Source: an optimization exercise on an open RTL-to-GDS flow (aim: small area). Production flows keep margins and buffers that such runs may drop.
The RTL was checked by simulation tests, not by an equivalence proof against the original design.
The clock input has no modelled driver; a real chip could not lean on it and would need a root buffer or a full tree.
Power is estimated from default activity; no workload was simulated.

==> flow/design.v (excerpt) <==
module sduino_tta #(
    parameter integer F_CPU = 16000000
) (
    input  wire        clk,
    input  wire        rst,         
    input  wire        cmd_valid,
    input  wire [3:0]  cmd_op,
    input  wire [31:0] cmd_data,
    output reg         rsp_valid,
    output wire [31:0] rsp_data,
    output reg         rsp_err
);
==> flow/config.mk <==
export PLATFORM = sky130hd
export DESIGN_NAME = sduino_tta
export DESIGN_NICKNAME = sduino_tta
export VERILOG_FILES = /design/flow/design.v
export SDC_FILE = /design/flow/constraint.sdc
export NUM_CORES = 4
export LEC_CHECK = 0
export CAP_MARGIN = 20
export CORE_MARGIN = 2
export CORE_UTILIZATION = 40
export SLEW_MARGIN = 20
==> flow/constraint.sdc <==
create_clock -name core_clock -period 10.0 [get_ports {clk}]
set_input_delay 2.0000 -clock core_clock [delete_from_list [all_inputs] [get_ports {clk}]]
set_output_delay 2.0000 -clock core_clock [all_outputs]
set_load 0.01 [all_outputs]
standard.sh (not shown) runs the stock make flow with config.mk's settings and CLKGATE_MAP_FILE= SYNTH_SCRIPT=/design/flow/synth_recipe.tcl, a recipe that flattens the netlist after the stock synthesis.
==> flow/flow/run.sh <==
#!/bin/bash
# The standard layout (standard.sh, synthesis included, unchanged) with
# two changes:
#  - the port buffers are sky130_fd_sc_hd__buf_1 (BUFFER_PORTS_ARGS);
#  - the clock tree is four clkbuf_16, one per quarter of the registers
#    (split by place), made by flow/cts_hook.tcl before CTS (PRE_CTS_TCL);
#    the clock port drives only these four buffers.
set -o pipefail
export BUFFER_PORTS_ARGS="-buffer_cell sky130_fd_sc_hd__buf_1"
export PRE_CTS_TCL="$(pwd)/flow/cts_hook.tcl"
bash standard.sh > flow_standard.log 2>&1
==> flow/flow/cts_hook.tcl <==
# Clock tree: the register clock pins are split into four groups by place
# (halves by x, then halves by y), and each group gets one clock buffer at
# its centre, driven straight from the clock net.  CTS itself is then
# replaced by setting the clock to propagated.
set cts_buf_cell [expr {[info exists ::env(CTS_LEAF_CELL)] ? $::env(CTS_LEAF_CELL) : "sky130_fd_sc_hd__clkbuf_16"}]
set block [ord::get_db_block]
set dbu [$block getDbUnitsPerMicron]
set sinks {}
foreach it [[$block findNet clk] getITerms] {
  set inst [$it getInst]
  set b [$inst getBBox]
  lappend sinks [list [expr {([$b xMin] + [$b xMax]) / 2.0 / $dbu}] \
                      [expr {([$b yMin] + [$b yMax]) / 2.0 / $dbu}] \
                      "[$inst getName]/[[$it getMTerm] getName]"]
}
proc cts_split {items idx} {
  set s [lsort -real -index $idx $items]
  set h [expr {[llength $s] / 2}]
  return [list [lrange $s 0 [expr {$h - 1}]] [lrange $s $h end]]
}
set groups {}
set s [lsort -real -index 0 $sinks]
set m [llength $s]
set a [expr {$m / 3}]
set b [expr {2 * $m / 3}]
lappend groups [lrange $s 0 [expr {$a - 1}]] [lrange $s $a [expr {$b - 1}]] [lrange $s $b end]
set k 0
foreach g $groups {
  set xs 0.0; set ys 0.0; set pins {}
  foreach s $g {
    set xs [expr {$xs + [lindex $s 0]}]
    set ys [expr {$ys + [lindex $s 1]}]
    lappend pins [get_pins [lindex $s 2]]
  }
  set n [llength $g]
  set loc [list [expr {$xs / $n}] [expr {$ys / $n}]]
  set ib [insert_buffer -buffer_cell $cts_buf_cell -net clk -load_pins $pins -location $loc -buffer_name clkleaf$k]
  set nm [get_full_name $ib]
  set net [[[$block findInst $nm] findITerm X] getNet]
  $net setSigType CLOCK
  puts "clock leaf $nm at $loc drives [expr {[llength [$net getITerms]] - 1}] clock pins"
  incr k
}
puts "clock net clk now has [llength [[$block findNet clk] getITerms]] cell pins"
rename clock_tree_synthesis orig_clock_tree_synthesis
proc clock_tree_synthesis {args} {
  puts "clock tree: made by the PRE_CTS hook"
  set_propagated_clock [all_clocks]
}
The starting point ran to the end with no violations.
Next try:
--- a/flow/flow/cts_hook.tcl
+++ b/flow/flow/cts_hook.tcl
@@ -20,9 +20,7 @@
 }
 set groups {}
-set s [lsort -real -index 0 $sinks]
-set m [llength $s]
-set a [expr {$m / 3}]
-set b [expr {2 * $m / 3}]
-lappend groups [lrange $s 0 [expr {$a - 1}]] [lrange $s $a [expr {$b - 1}]] [lrange $s $b end]
+foreach half [cts_split $sinks 0] {
+  foreach q [cts_split $half 1] { lappend groups $q }
+}
 set k 0
 foreach g $groups {
- CORE_UTILIZATION: 40 -> 65
- PLACE_DENSITY: default -> 0.75
Result:
- first-iteration DRC count decreases by roughly a tenth
- via count hardly moves
- global-route usage increases by 8.0 points
- routed wire length decreases by roughly a tenth
- register-to-register slack loses 120 ps
- die area decreases by well over a third
- worst setup slack gains 94 ps
- sequential share of layout area increases by 0.30 points
- power increases by a few percent
- design area decreases slightly
- synthesized cell count is unchanged
Next try:
- CORE_UTILIZATION: 65 -> 30
- PLACE_DENSITY: 0.75 -> default
The changed run completed without violations; combinational power grows by about 5%; die area grows by 110%; routed wire length increases by 16%; setup slack is about the same; power rises by 1.0%.
Next try:
==> flow/flow/run.sh (replaced) <==
#!/bin/bash
# The standard layout (standard.sh, synthesis included, unchanged) with
# two changes:
#  - the port buffers are sky130_fd_sc_hd__buf_1 (BUFFER_PORTS_ARGS);
#  - the clock tree is three clkbuf_16, one per third of the registers
#    (split by place), made by flow/cts_hook.tcl before CTS (PRE_CTS_TCL);
#    the clock port drives only these three buffers.
# All tool output goes to flow_standard.log here (ORFS keeps its per-step
# logs under orfs/logs).
set -o pipefail
export BUFFER_PORTS_ARGS="-buffer_cell sky130_fd_sc_hd__buf_1"
export PRE_CTS_TCL="$(pwd)/flow/cts_hook.tcl"
bash standard.sh > flow_standard.log 2>&1
--- a/flow/flow/cts_hook.tcl
+++ b/flow/flow/cts_hook.tcl
@@ -1,6 +1,7 @@
-# Clock tree: the register clock pins are split into four groups by place
-# (halves by x, then halves by y), and each group gets one clock buffer at
-# its centre, driven straight from the clock net.  CTS itself is then
-# replaced by setting the clock to propagated.
+# Clock tree: the register clock pins are split into three groups by place
+# (thirds by x), and each group gets one clock buffer at its centre, driven
+# straight from the clock net (so the clock port feeds three cell pins).
+# CTS itself is then replaced by setting the clock to propagated; the rest
+# of the CTS step (placement legalisation, timing repair) runs as usual.
 set cts_buf_cell [expr {[info exists ::env(CTS_LEAF_CELL)] ? $::env(CTS_LEAF_CELL) : "sky130_fd_sc_hd__clkbuf_16"}]
 set block [ord::get_db_block]
@@ -14,13 +15,10 @@
                       "[$inst getName]/[[$it getMTerm] getName]"]
 }
-proc cts_split {items idx} {
-  set s [lsort -real -index $idx $items]
-  set h [expr {[llength $s] / 2}]
-  return [list [lrange $s 0 [expr {$h - 1}]] [lrange $s $h end]]
-}
 set groups {}
-foreach half [cts_split $sinks 0] {
-  foreach q [cts_split $half 1] { lappend groups $q }
-}
+set s [lsort -real -index 0 $sinks]
+set m [llength $s]
+set a [expr {$m / 3}]
+set b [expr {2 * $m / 3}]
+lappend groups [lrange $s 0 [expr {$a - 1}]] [lrange $s $a [expr {$b - 1}]] [lrange $s $b end]
 set k 0
 foreach g $groups {
- CORE_UTILIZATION: 30 -> 65
- PLACE_DENSITY: default -> 0.75
=>
- The new run passed the timing, design-rule and antenna checks
- clock skew grows by 7.2 ps
- area after synthesis does not change
- routed wire length shrinks by 15%
Next try:
==> flow/flow/run.sh (replaced) <==
#!/bin/bash
# The standard layout (standard.sh, synthesis included, unchanged) with
# two changes:
#  - the port buffers are sky130_fd_sc_hd__buf_1 (BUFFER_PORTS_ARGS);
#  - the clock tree is four clkbuf_8, one per quarter of the registers
#    (split by place), made by flow/cts_hook.tcl before CTS (PRE_CTS_TCL);
#    the clock port drives only these four buffers.
set -o pipefail
export BUFFER_PORTS_ARGS="-buffer_cell sky130_fd_sc_hd__buf_1"
export PRE_CTS_TCL="$(pwd)/flow/cts_hook.tcl"
bash standard.sh > flow_standard.log 2>&1
--- a/flow/flow/cts_hook.tcl
+++ b/flow/flow/cts_hook.tcl
@@ -1,8 +1,9 @@
-# Clock tree: the register clock pins are split into three groups by place
-# (thirds by x), and each group gets one clock buffer at its centre, driven
-# straight from the clock net (so the clock port feeds three cell pins).
-# CTS itself is then replaced by setting the clock to propagated; the rest
-# of the CTS step (placement legalisation, timing repair) runs as usual.
-set cts_buf_cell [expr {[info exists ::env(CTS_LEAF_CELL)] ? $::env(CTS_LEAF_CELL) : "sky130_fd_sc_hd__clkbuf_16"}]
+# Clock tree: the register clock pins are split into four groups by place
+# (halves by x, then halves by y), and each group gets one clock buffer at
+# its centre, driven straight from the clock net (so the clock port feeds
+# four cell pins).  CTS itself is then replaced by setting the clock to
+# propagated; the rest of the CTS step (placement legalisation, timing
+# repair) runs as usual.
+set cts_buf_cell [expr {[info exists ::env(CTS_LEAF_CELL)] ? $::env(CTS_LEAF_CELL) : "sky130_fd_sc_hd__clkbuf_8"}]
 set block [ord::get_db_block]
 set dbu [$block getDbUnitsPerMicron]
@@ -15,10 +16,13 @@
                       "[$inst getName]/[[$it getMTerm] getName]"]
 }
+proc cts_split {items idx} {
+  set s [lsort -real -index $idx $items]
+  set h [expr {[llength $s] / 2}]
+  return [list [lrange $s 0 [expr {$h - 1}]] [lrange $s $h end]]
+}
 set groups {}
-set s [lsort -real -index 0 $sinks]
-set m [llength $s]
-set a [expr {$m / 3}]
-set b [expr {2 * $m / 3}]
-lappend groups [lrange $s 0 [expr {$a - 1}]] [lrange $s $a [expr {$b - 1}]] [lrange $s $b end]
+foreach half [cts_split $sinks 0] {
+  foreach q [cts_split $half 1] { lappend groups $q }
+}
 set k 0
 foreach g $groups {
After rerunning: The new run finished clean. Via count goes down by 0.61%. Utilization went down by 0.31 points. Total power decreases by 3.9%. Die area stays the same. Routed wire length goes down by 0.45%.
Next try:
--- a/flow/flow/run.sh
+++ b/flow/flow/run.sh
@@ -3,5 +3,5 @@
 # two changes:
 #  - the port buffers are sky130_fd_sc_hd__buf_1 (BUFFER_PORTS_ARGS);
-#  - the clock tree is four clkbuf_8, one per quarter of the registers
+#  - the clock tree is four clkbuf_16, one per quarter of the registers
 #    (split by place), made by flow/cts_hook.tcl before CTS (PRE_CTS_TCL);
 #    the clock port drives only these four buffers.
--- a/flow/flow/cts_hook.tcl
+++ b/flow/flow/cts_hook.tcl
@@ -1,9 +1,7 @@
 # Clock tree: the register clock pins are split into four groups by place
 # (halves by x, then halves by y), and each group gets one clock buffer at
-# its centre, driven straight from the clock net (so the clock port feeds
-# four cell pins).  CTS itself is then replaced by setting the clock to
-# propagated; the rest of the CTS step (placement legalisation, timing
-# repair) runs as usual.
-set cts_buf_cell [expr {[info exists ::env(CTS_LEAF_CELL)] ? $::env(CTS_LEAF_CELL) : "sky130_fd_sc_hd__clkbuf_8"}]
+# its centre, driven straight from the clock net.  CTS itself is then
+# replaced by setting the clock to propagated.
+set cts_buf_cell [expr {[info exists ::env(CTS_LEAF_CELL)] ? $::env(CTS_LEAF_CELL) : "sky130_fd_sc_hd__clkbuf_16"}]
 set block [ord::get_db_block]
 set dbu [$block getDbUnitsPerMicron]
- CORE_UTILIZATION: 65 -> 40
- PLACE_DENSITY: 0.75 -> default
What happened:
- die area is higher by 59%
- core utilization is lower by 28 points
- synthesized cell count does not change
- clock skew is lower by 6.6 ps
- worst setup slack is worse by 67 ps
- power is higher by 8.1%
- area after synthesis does not change
- wire length is higher by 12%
- critical path depth is higher by 2
No run of this note takes its clock network from TritonCTS; it comes from the design's own scripts or RTL.

-- port drivers added, routing unchanged --
In the flow no input, the clock included, has a driving cell. The finished layouts below were timed again as built, in two steps.
Step 1 assumes that a clkbuf_16 drives the clock port and a buf_2 every other input.
Step 2 adds t to the input delays and takes it off the output delays; t is the mean of the earliest and latest rising clock arrival at the registers after step 1. Input paths then give back, and output paths get back, about the clock's delay inside the block.
Three values: no drivers, after step 1, after step 2; two values: the first two.
run	t (ns)	slack for setup (ns)	worst setup path at the end	cell pins on the clock port's net
the first run	0.214	0.397 / 0.339 / 0.553	register to output	3
the second run	0.223	0.491 / 0.410 / 0.632	register to output	4
the third run	0.219	0.494 / 0.418 / 0.637	register to output	4
the fourth run	0.215	0.474 / 0.413 / 0.628	register to output	3
the fifth run	0.222	0.457 / 0.396 / 0.618	register to output	4
the sixth run	0.222	0.390 / 0.311 / 0.533	register to output	4
After both steps every run listed still meets setup and hold.
